Source: an optimization exercise on an open RTL-to-GDS flow (aim: small area, a short achievable clock period and few clock cycles per item). Production flows keep margins and buffers that such runs may drop.
At most, simulation tests tie the RTL to the original design; equivalence was not proved.
Power and IR drop assume default switching activity.

==> inputs of run a <==
==> flow/design.v <==
module ws_crc16_byte (
  input  wire [15:0] crc_in,
  input  wire [7:0]  data,
  output reg  [15:0] crc_out
);
  integer i;
  always @* begin
    crc_out = crc_in ^ {data, 8'h00};
    for (i = 0; i < 8; i = i + 1) begin
      if (crc_out[15])
        crc_out = {crc_out[14:0], 1'b0} ^ 16'h1021;
      else
        crc_out = {crc_out[14:0], 1'b0};
    end
  end
endmodule
module ws_framer (
  input  wire        clk,
  input  wire        rst,
  input  wire        in_valid,
  input  wire [7:0]  in_data,
  output wire        in_ready,
  input  wire        ev_take,
  output reg         ev_valid,
  output reg         ev_crc_err,
  output reg  [1:0]  ev_tag,
  output reg  [7:0]  ev_command,
  output reg  [7:0]  ev_status,
  output reg  [7:0]  ev_length,
  output reg  [63:0] ev_raw,
  output reg  [15:0] ev_stored,
  output reg  [15:0] ev_computed,
  output reg         start1,       
  output reg         start2        
);
  reg        bv;                   
  reg  [7:0] bd;
  reg  [5:0] pos;
  reg  [1:0] ctag;                 
  assign in_ready = !ev_valid || (pos < 6'd2) || (pos == 6'd2 && !bv);
  wire [15:0] crc_next;
  ws_crc16_byte u_crc (.crc_in(ev_computed), .data(bd), .crc_out(crc_next));
  wire is_aa  = (bd == 8'hAA);
  wire is_tag = (bd == 8'h01) || (bd == 8'h02) || (bd == 8'h03);
  always @(posedge clk) begin
    if (rst) begin
      bv       <= 1'b0;
      pos      <= 6'd0;
      ev_valid <= 1'b0;
      start1   <= 1'b0;
      start2   <= 1'b0;
    end else begin
      bv <= in_valid && in_ready;
      start1 <= 1'b0;
      start2 <= 1'b0;
      if (ev_take)
        ev_valid <= 1'b0;
      if (bv) begin
        case (pos)
          6'd0: pos <= is_aa ? 6'd1 : 6'd0;
          6'd1: if (is_tag) pos <= 6'd2; else pos <= is_aa ? 6'd1 : 6'd0;
          6'd2: if (bd == 8'h55) pos <= 6'd3; else pos <= is_aa ? 6'd1 : 6'd0;
          6'd3: if (bd == 8'hC3) pos <= 6'd4; else pos <= is_aa ? 6'd1 : 6'd0;
          default: pos <= pos + 6'd1;    
        endcase
        if (pos == 6'd3) begin
          ev_tag      <= ctag;
          ev_computed <= 16'hFFFF;
        end
        if (pos >= 6'd4 && pos <= 6'd61)
          ev_computed <= crc_next;
        if (pos == 6'd4) ev_command <= bd;
        if (pos == 6'd5) ev_status  <= bd;
        if (pos == 6'd6) ev_length  <= bd;
        if (pos >= 6'd7 && pos <= 6'd14)
          ev_raw[(pos - 6'd7) * 8 +: 8] <= bd;
        if (pos == 6'd62) ev_stored[15:8] <= bd;
        if (pos == 6'd63) begin
          ev_stored[7:0] <= bd;
          ev_crc_err     <= (ev_computed != {ev_stored[15:8], bd});
          ev_valid       <= 1'b1;
        end
        start1 <= (pos == 6'd8 && ev_tag == 2'd0) || (pos == 6'd10 && ev_tag != 2'd0);
        start2 <= (pos == 6'd10 && ev_tag == 2'd0) || (pos == 6'd14 && ev_tag == 2'd1);
      end
    end
  end
  always @(posedge clk)
    if (bv && pos == 6'd1) ctag <= bd[1:0] - 2'd1;
  always @(posedge clk)
    bd <= in_data;
endmodule
module ws_div_f64 #(
  parameter RW = 7                  
) (
  input  wire         clk,
  input  wire         rst,
  input  wire         start,
  input  wire [1:0]   dsel,         
  input  wire [23:0]  lv,
  input  wire [10:0]  ex0,
  output reg  [10:0]  expo,
  output reg  [51:0]  frac
);
  localparam S_IDLE = 2'd0, S_PRE = 2'd1, S_POST = 2'd2;
  reg [1:0]    state;
  reg [4:0]    cnt;
  reg [RW-1:0] rem;
  wire [7:0] dv = (dsel == 2'd0) ? 8'd25 : (dsel == 2'd2) ? 8'd125 : 8'd1;
  wire post    = (state == S_POST);
  wire tail_hi = post && ((dsel == 2'd0 && cnt == 5'd24) ||
                          (dsel == 2'd2 && (cnt == 5'd23 || cnt == 5'd24 || cnt == 5'd25)));
  wire tail_lo = post && ((dsel == 2'd0 && cnt == 5'd24) ||
                          (dsel == 2'd2 && (cnt == 5'd23 || cnt == 5'd24)));
  wire b_hi = frac[51] | tail_hi;
  wire b_lo = frac[50] | tail_lo;
  wire [7:0]    r1s = {rem, b_hi};
  wire          q_hi = (r1s >= dv);
  wire [7:0]    r1f = q_hi ? r1s - dv : r1s;
  wire [RW-1:0] r1  = r1f[RW-1:0];
  wire [7:0]    r2s = {r1, b_lo};
  wire          q_lo = (r2s >= dv);
  wire [7:0]    r2f = q_lo ? r2s - dv : r2s;
  wire [RW-1:0] r2  = r2f[RW-1:0];
  always @(posedge clk) begin
    if (rst) begin
      state <= S_IDLE;
    end else if (start) begin
      frac <= {lv, 28'd0};
      rem  <= {RW{1'b0}};
      cnt  <= 5'd0;
      if (lv == 24'd0) begin
        expo  <= 11'd0;
        state <= S_IDLE;
      end else begin
        expo  <= ex0;
        state <= S_PRE;
      end
    end else if (state == S_PRE) begin
      if (q_hi) begin
        frac  <= {frac[50:0], 1'b0};
        rem   <= r1;
        state <= S_POST;
      end else begin
        frac <= {frac[49:0], 2'b00};
        rem  <= r2;
        if (q_lo) begin
          expo  <= expo - 11'd1;
          state <= S_POST;
        end else begin
          expo <= expo - 11'd2;
        end
      end
    end else if (state == S_POST) begin
      frac <= {frac[49:0], q_hi, q_lo};
      rem  <= r2;
      cnt  <= cnt + 5'd1;
      if (cnt == 5'd25)
        state <= S_IDLE;
    end
  end
endmodule
module ws_f32_to_f64 (
  input  wire [1:0]  mode,       
  input  wire [31:0] f,          
  output reg  [23:0] lv,         
  output reg  [10:0] ex0         
);
  wire [7:0]  e   = f[30:23];
  wire [15:0] n   = f[15:0];
  wire [15:0] mag = n[15] ? (16'd0 - n) : n;
  always @* begin
    case (mode)
      2'd0: begin lv = {mag, 8'd0}; ex0 = 11'd1036; end
      2'd2: begin lv = {n, 8'd0};   ex0 = 11'd1035; end
      default: begin
        lv  = {(e != 8'd0), f[22:0]};
        ex0 = (e == 8'hFF) ? 11'h7FF : (e == 8'd0) ? 11'd897 : ({3'd0, e} + 11'd896);
      end
    endcase
  end
endmodule
module ws_decoder (
  input  wire [1:0]  tag,
  input  wire [63:0] raw,
  output wire        sign1,
  output wire        sign2
);
  assign sign1 = (tag == 2'd0) ? raw[15] : (tag == 2'd1) ? raw[31] : 1'b0;
  assign sign2 = (tag == 2'd0) ? raw[31] : raw[63];
endmodule
module ws_frame_rx (
  input  wire        clk,
  input  wire        rst,
  input  wire        in_valid,
  input  wire [7:0]  in_data,
  output wire        in_ready,
  output wire        ev_valid,
  input  wire        ev_ready,
  output wire        ev_crc_err,
  output wire [1:0]  ev_tag,
  output wire [7:0]  ev_command,
  output wire [7:0]  ev_status,
  output wire [7:0]  ev_length,
  output wire [63:0] ev_raw,
  output wire [63:0] ev_value1,
  output wire [63:0] ev_value2,
  output wire [15:0] ev_stored,
  output wire [15:0] ev_computed
);
  wire start1, start2;
  ws_framer u_framer (
    .clk(clk), .rst(rst),
    .in_valid(in_valid), .in_data(in_data), .in_ready(in_ready),
    .ev_take(ev_valid && ev_ready), .ev_valid(ev_valid),
    .ev_crc_err(ev_crc_err), .ev_tag(ev_tag), .ev_command(ev_command),
    .ev_status(ev_status), .ev_length(ev_length), .ev_raw(ev_raw),
    .ev_stored(ev_stored), .ev_computed(ev_computed),
    .start1(start1), .start2(start2)
  );
  wire [23:0] lv1;
  wire [10:0] ex1;
  ws_f32_to_f64 u_op1 (
    .mode(ev_tag),
    .f(ev_tag == 2'd2 ? {16'd0, ev_raw[31:16]} : ev_raw[31:0]),
    .lv(lv1), .ex0(ex1)
  );
  ws_div_f64 #(.RW(7)) u_eng1 (
    .clk(clk), .rst(rst), .start(start1), .dsel(ev_tag),
    .lv(lv1), .ex0(ex1), .expo(ev_value1[62:52]), .frac(ev_value1[51:0])
  );
  wire [23:0] lv2;
  wire [10:0] ex2;
  ws_f32_to_f64 u_op2 (
    .mode({1'b0, ev_tag[0]}),
    .f(ev_tag[0] ? ev_raw[63:32] : {16'd0, ev_raw[31:16]}),
    .lv(lv2), .ex0(ex2)
  );
  ws_div_f64 #(.RW(5)) u_eng2 (
    .clk(clk), .rst(rst), .start(start2), .dsel({1'b0, ev_tag[0]}),
    .lv(lv2), .ex0(ex2), .expo(ev_value2[62:52]), .frac(ev_value2[51:0])
  );
  ws_decoder u_sign (
    .tag(ev_tag), .raw(ev_raw),
    .sign1(ev_value1[63]), .sign2(ev_value2[63])
  );
endmodule
==> flow/run.sh <==
#!/bin/bash
# synth_recipe.tcl (not shown) runs the flow's synth.tcl, then flattens the netlist and writes it again
# the make line also repeats each setting of config.mk as NAME=value (left out here)
make -C /OpenROAD-flow-scripts/flow DESIGN_CONFIG=/design/flow/config.mk WORK_HOME=/design/flow/orfs CLKGATE_MAP_FILE= SYNTH_SCRIPT=/design/flow/synth_recipe.tcl finish
==> flow/config.mk <==
export PLATFORM = sky130hd
export DESIGN_NAME = ws_frame_rx
export DESIGN_NICKNAME = ws_frame_rx
export VERILOG_FILES = /design/flow/design.v
export SDC_FILE = /design/flow/constraint.sdc
export NUM_CORES = 4
export LEC_CHECK = 0
export CAP_MARGIN = 20
export CORE_MARGIN = 2
export CORE_UTILIZATION = 30
export PLACE_DENSITY = 0.5
export SLEW_MARGIN = 20
==> flow/constraint.sdc <==
create_clock -name core_clock -period 9.0 [get_ports {clk}]
set_input_delay 1.8000 -clock core_clock [delete_from_list [all_inputs] [get_ports {clk}]]
set_output_delay 1.8000 -clock core_clock [all_outputs]
set_load 0.01 [all_outputs]
==> inputs of run b, as changes to run a <==
--- a/flow/design.v
+++ b/flow/design.v
@@ -39,7 +39,23 @@
   reg  [1:0] ctag;                 
-  assign in_ready = !ev_valid || (pos < 6'd2) || (pos == 6'd2 && !bv);
+  wire is_aa  = (bd == 8'hAA);
+  wire is_tag = (bd == 8'h01) || (bd == 8'h02) || (bd == 8'h03);
+  reg        rdy;
+  assign in_ready = rdy;
+  reg  [5:0] pos_n;
+  always @* begin
+    pos_n = pos;
+    if (bv)
+      case (pos)
+        6'd0: pos_n = is_aa ? 6'd1 : 6'd0;
+        6'd1: pos_n = is_tag ? 6'd2 : is_aa ? 6'd1 : 6'd0;
+        6'd2: pos_n = (bd == 8'h55) ? 6'd3 : is_aa ? 6'd1 : 6'd0;
+        6'd3: pos_n = (bd == 8'hC3) ? 6'd4 : is_aa ? 6'd1 : 6'd0;
+        default: pos_n = pos + 6'd1;    
+      endcase
+  end
+  wire bv_n  = in_valid && rdy;
+  wire evv_n = (ev_valid && !ev_take) || (bv && pos == 6'd63);
+  wire rdy_n = !evv_n || (pos_n < 6'd2) || (pos_n == 6'd2 && !bv_n);
   wire [15:0] crc_next;
   ws_crc16_byte u_crc (.crc_in(ev_computed), .data(bd), .crc_out(crc_next));
-  wire is_aa  = (bd == 8'hAA);
-  wire is_tag = (bd == 8'h01) || (bd == 8'h02) || (bd == 8'h03);
   always @(posedge clk) begin
@@ -48,2 +64,3 @@
       pos      <= 6'd0;
+      rdy      <= 1'b1;
       ev_valid <= 1'b0;
@@ -52,3 +69,5 @@
     end else begin
-      bv <= in_valid && in_ready;
+      bv  <= bv_n;
+      rdy <= rdy_n;
+      pos <= pos_n;
       start1 <= 1'b0;
@@ -58,9 +77,2 @@
       if (bv) begin
-        case (pos)
-          6'd0: pos <= is_aa ? 6'd1 : 6'd0;
-          6'd1: if (is_tag) pos <= 6'd2; else pos <= is_aa ? 6'd1 : 6'd0;
-          6'd2: if (bd == 8'h55) pos <= 6'd3; else pos <= is_aa ? 6'd1 : 6'd0;
-          6'd3: if (bd == 8'hC3) pos <= 6'd4; else pos <= is_aa ? 6'd1 : 6'd0;
-          default: pos <= pos + 6'd1;    
-        endcase
         if (pos == 6'd3) begin
@@ -98,5 +110,8 @@
   input  wire         start,
-  input  wire [1:0]   dsel,         
+  input  wire         sel25,        
+  input  wire         sel125,       
+  input  wire         sgn,
   input  wire [23:0]  lv,
   input  wire [10:0]  ex0,
+  output reg          sign,
   output reg  [10:0]  expo,
@@ -104,26 +119,55 @@
 );
-  localparam S_IDLE = 2'd0, S_PRE = 2'd1, S_POST = 2'd2;
-  reg [1:0]    state;
-  reg [4:0]    cnt;
-  reg [RW-1:0] rem;
-  wire [7:0] dv = (dsel == 2'd0) ? 8'd25 : (dsel == 2'd2) ? 8'd125 : 8'd1;
-  wire post    = (state == S_POST);
-  wire tail_hi = post && ((dsel == 2'd0 && cnt == 5'd24) ||
-                          (dsel == 2'd2 && (cnt == 5'd23 || cnt == 5'd24 || cnt == 5'd25)));
-  wire tail_lo = post && ((dsel == 2'd0 && cnt == 5'd24) ||
-                          (dsel == 2'd2 && (cnt == 5'd23 || cnt == 5'd24)));
-  wire b_hi = frac[51] | tail_hi;
-  wire b_lo = frac[50] | tail_lo;
-  wire [7:0]    r1s = {rem, b_hi};
-  wire          q_hi = (r1s >= dv);
-  wire [7:0]    r1f = q_hi ? r1s - dv : r1s;
-  wire [RW-1:0] r1  = r1f[RW-1:0];
-  wire [7:0]    r2s = {r1, b_lo};
-  wire          q_lo = (r2s >= dv);
-  wire [7:0]    r2f = q_lo ? r2s - dv : r2s;
-  wire [RW-1:0] r2  = r2f[RW-1:0];
+  reg          pre, post;
+  reg          d25, d125;
+  reg  [4:0]   cnt;
+  reg  [RW-1:0] rem;
+  reg          t_hi, t_lo;          
+  function [RW:0] stp;              
+    input [RW-1:0] r;
+    input          b;
+    input          is25, is125;
+    reg   [7:0]    x, y1, y2;
+    begin
+      x  = {r, b};
+      y1 = x - 8'd125;
+      y2 = x - 8'd25;
+      if (is125 && x >= 8'd125)     stp = {1'b1, y1[RW-1:0]};
+      else if (is25 && x >= 8'd25)  stp = {1'b1, y2[RW-1:0]};
+      else if (!is25 && !is125)     stp = {b, {RW{1'b0}}};
+      else                          stp = {1'b0, x[RW-1:0]};
+    end
+  endfunction
+  wire          b_hi = frac[51] | t_hi;
+  wire          b_lo = frac[50] | t_lo;
+  wire [RW:0]   s1   = stp(rem, b_hi, d25, d125);
+  wire          q_hi = s1[RW];
+  wire [RW-1:0] r1   = s1[RW-1:0];
+  wire [RW:0]   s2   = stp(r1, b_lo, d25, d125);
+  wire          q_lo = s2[RW];
+  wire [RW-1:0] r2   = s2[RW-1:0];
+  wire [10:0] ex_m1 = expo - 11'd1;
+  wire [10:0] ex_m2 = expo - 11'd2;
+  wire [4:0]  cnt_n = cnt + 5'd1;
   always @(posedge clk) begin
     if (rst) begin
-      state <= S_IDLE;
+      pre  <= 1'b0;
+      post <= 1'b0;
     end else if (start) begin
+      pre  <= (lv != 24'd0);
+      post <= 1'b0;
+    end else if (pre) begin
+      if (q_hi || q_lo) begin
+        pre  <= 1'b0;
+        post <= 1'b1;
+      end
+    end else if (post) begin
+      if (cnt == 5'd25)
+        post <= 1'b0;
+    end
+  end
+  always @(posedge clk) begin
+    if (start) begin
+      d25  <= sel25;
+      d125 <= sel125;
+      sign <= sgn;
       frac <= {lv, 28'd0};
@@ -131,14 +175,9 @@
       cnt  <= 5'd0;
-      if (lv == 24'd0) begin
-        expo  <= 11'd0;
-        state <= S_IDLE;
-      end else begin
-        expo  <= ex0;
-        state <= S_PRE;
-      end
-    end else if (state == S_PRE) begin
+      expo <= (lv == 24'd0) ? 11'd0 : ex0;
+      t_hi <= 1'b0;
+      t_lo <= 1'b0;
+    end else if (pre) begin
       if (q_hi) begin
-        frac  <= {frac[50:0], 1'b0};
-        rem   <= r1;
-        state <= S_POST;
+        frac <= {frac[50:0], 1'b0};
+        rem  <= r1;
       end else begin
@@ -146,15 +185,10 @@
         rem  <= r2;
-        if (q_lo) begin
-          expo  <= expo - 11'd1;
-          state <= S_POST;
-        end else begin
-          expo <= expo - 11'd2;
-        end
-      end
-    end else if (state == S_POST) begin
+        expo <= q_lo ? ex_m1 : ex_m2;
+      end
+    end else if (post) begin
       frac <= {frac[49:0], q_hi, q_lo};
       rem  <= r2;
-      cnt  <= cnt + 5'd1;
-      if (cnt == 5'd25)
-        state <= S_IDLE;
+      cnt  <= cnt_n;
+      t_hi <= (d25 && cnt_n == 5'd24) || (d125 && (cnt_n == 5'd23 || cnt_n == 5'd24 || cnt_n == 5'd25));
+      t_lo <= (d25 && cnt_n == 5'd24) || (d125 && (cnt_n == 5'd23 || cnt_n == 5'd24));
     end
@@ -228,4 +262,6 @@
   ws_div_f64 #(.RW(7)) u_eng1 (
-    .clk(clk), .rst(rst), .start(start1), .dsel(ev_tag),
-    .lv(lv1), .ex0(ex1), .expo(ev_value1[62:52]), .frac(ev_value1[51:0])
+    .clk(clk), .rst(rst), .start(start1),
+    .sel25(ev_tag == 2'd0), .sel125(ev_tag == 2'd2), .sgn(sgn1),
+    .lv(lv1), .ex0(ex1),
+    .sign(ev_value1[63]), .expo(ev_value1[62:52]), .frac(ev_value1[51:0])
   );
@@ -239,9 +275,11 @@
   ws_div_f64 #(.RW(5)) u_eng2 (
-    .clk(clk), .rst(rst), .start(start2), .dsel({1'b0, ev_tag[0]}),
-    .lv(lv2), .ex0(ex2), .expo(ev_value2[62:52]), .frac(ev_value2[51:0])
-  );
+    .clk(clk), .rst(rst), .start(start2),
+    .sel25(ev_tag == 2'd0), .sel125(1'b0), .sgn(sgn2),
+    .lv(lv2), .ex0(ex2),
+    .sign(ev_value2[63]), .expo(ev_value2[62:52]), .frac(ev_value2[51:0])
+  );
+  wire sgn1, sgn2;
   ws_decoder u_sign (
-    .tag(ev_tag), .raw(ev_raw),
-    .sign1(ev_value1[63]), .sign2(ev_value2[63])
-  );
-endmodule
+    .tag(ev_tag), .raw(ev_raw), .sign1(sgn1), .sign2(sgn2)
+  );
+endmodule
- CORE_UTILIZATION: 30 -> 50
- CTS_BUF_LIST: not set -> sky130_fd_sc_hd__clkbuf_4
- PLACE_DENSITY: 0.5 -> 0.6
- SETUP_SLACK_MARGIN: not set -> 5
==> run summary <==
item                                                              run a                    run b
Count of multi-input gates                                         1176                     1279
Share of power burned in combinational logic                       1.8%                    13.6%
Outcome                                         complete, no violations  complete, no violations
Number of sequential storage elements                               295                      304
Met2 layer usage reported by global route                        30.37%                   44.94%
Largest fanout of any net on the critical path                       23                        7
Number of register bits inferred by synthesis                       295                      304
Launching point of the worst reg2reg path            u_framer.ev_tag[0]          u_eng1.frac[51]
Power in the clock group                                        1550 uW                  1310 uW
Max Clock Freq                                               0.1512 GHz               0.2517 GHz
Post-cts sizing count                                                 0                       24
Fraction of area in multi-input gates                            35.83%                   40.19%
Min Hold Slack                                                0.4409 ns                0.4308 ns
Testbench counts of run a, summed over its fixed seeds: cycles 24,950, bytes 24,934.
The RTL of run b was laid out without a check of its function.

re-timing with driven ports:
In the flow no input, the clock included, has a driving cell. The finished layouts below were timed again as built, in two steps. Step 1 sets driving cells, clkbuf_16 on the clock port and buf_2 on the other inputs (assumed; they add their load-dependent delay and slew). Step 2 moves the port delays by t, midway between the first and last clock arrival at a register: inputs arrive t later, outputs are due t later. That takes back most of the time a late clock gives input paths. Slacks: ideal ports / drivers / drivers and shift; pairs: ideal ports / drivers.
| run | t (ns) | setup WS [ns] | worst register clock-pin slew, ns | worst data-port slew with drivers (ns) | pins driven straight from the clock port |
|---|---|---|---|---|---|
| run a | 0.612 | 2.387 / 2.387 / 2.387 | 0.06 / 0.06 | 0.06 | 1 |
| run b | 0.812 | 5.027 / 4.983 / 4.964 | 0.08 / 0.08 | 0.04 | 1 |
After both steps setup and hold are still met in every run listed. The setup slack of run b, which loses most, moves by -0.044 ns with the drivers and by -0.063 ns with both steps.
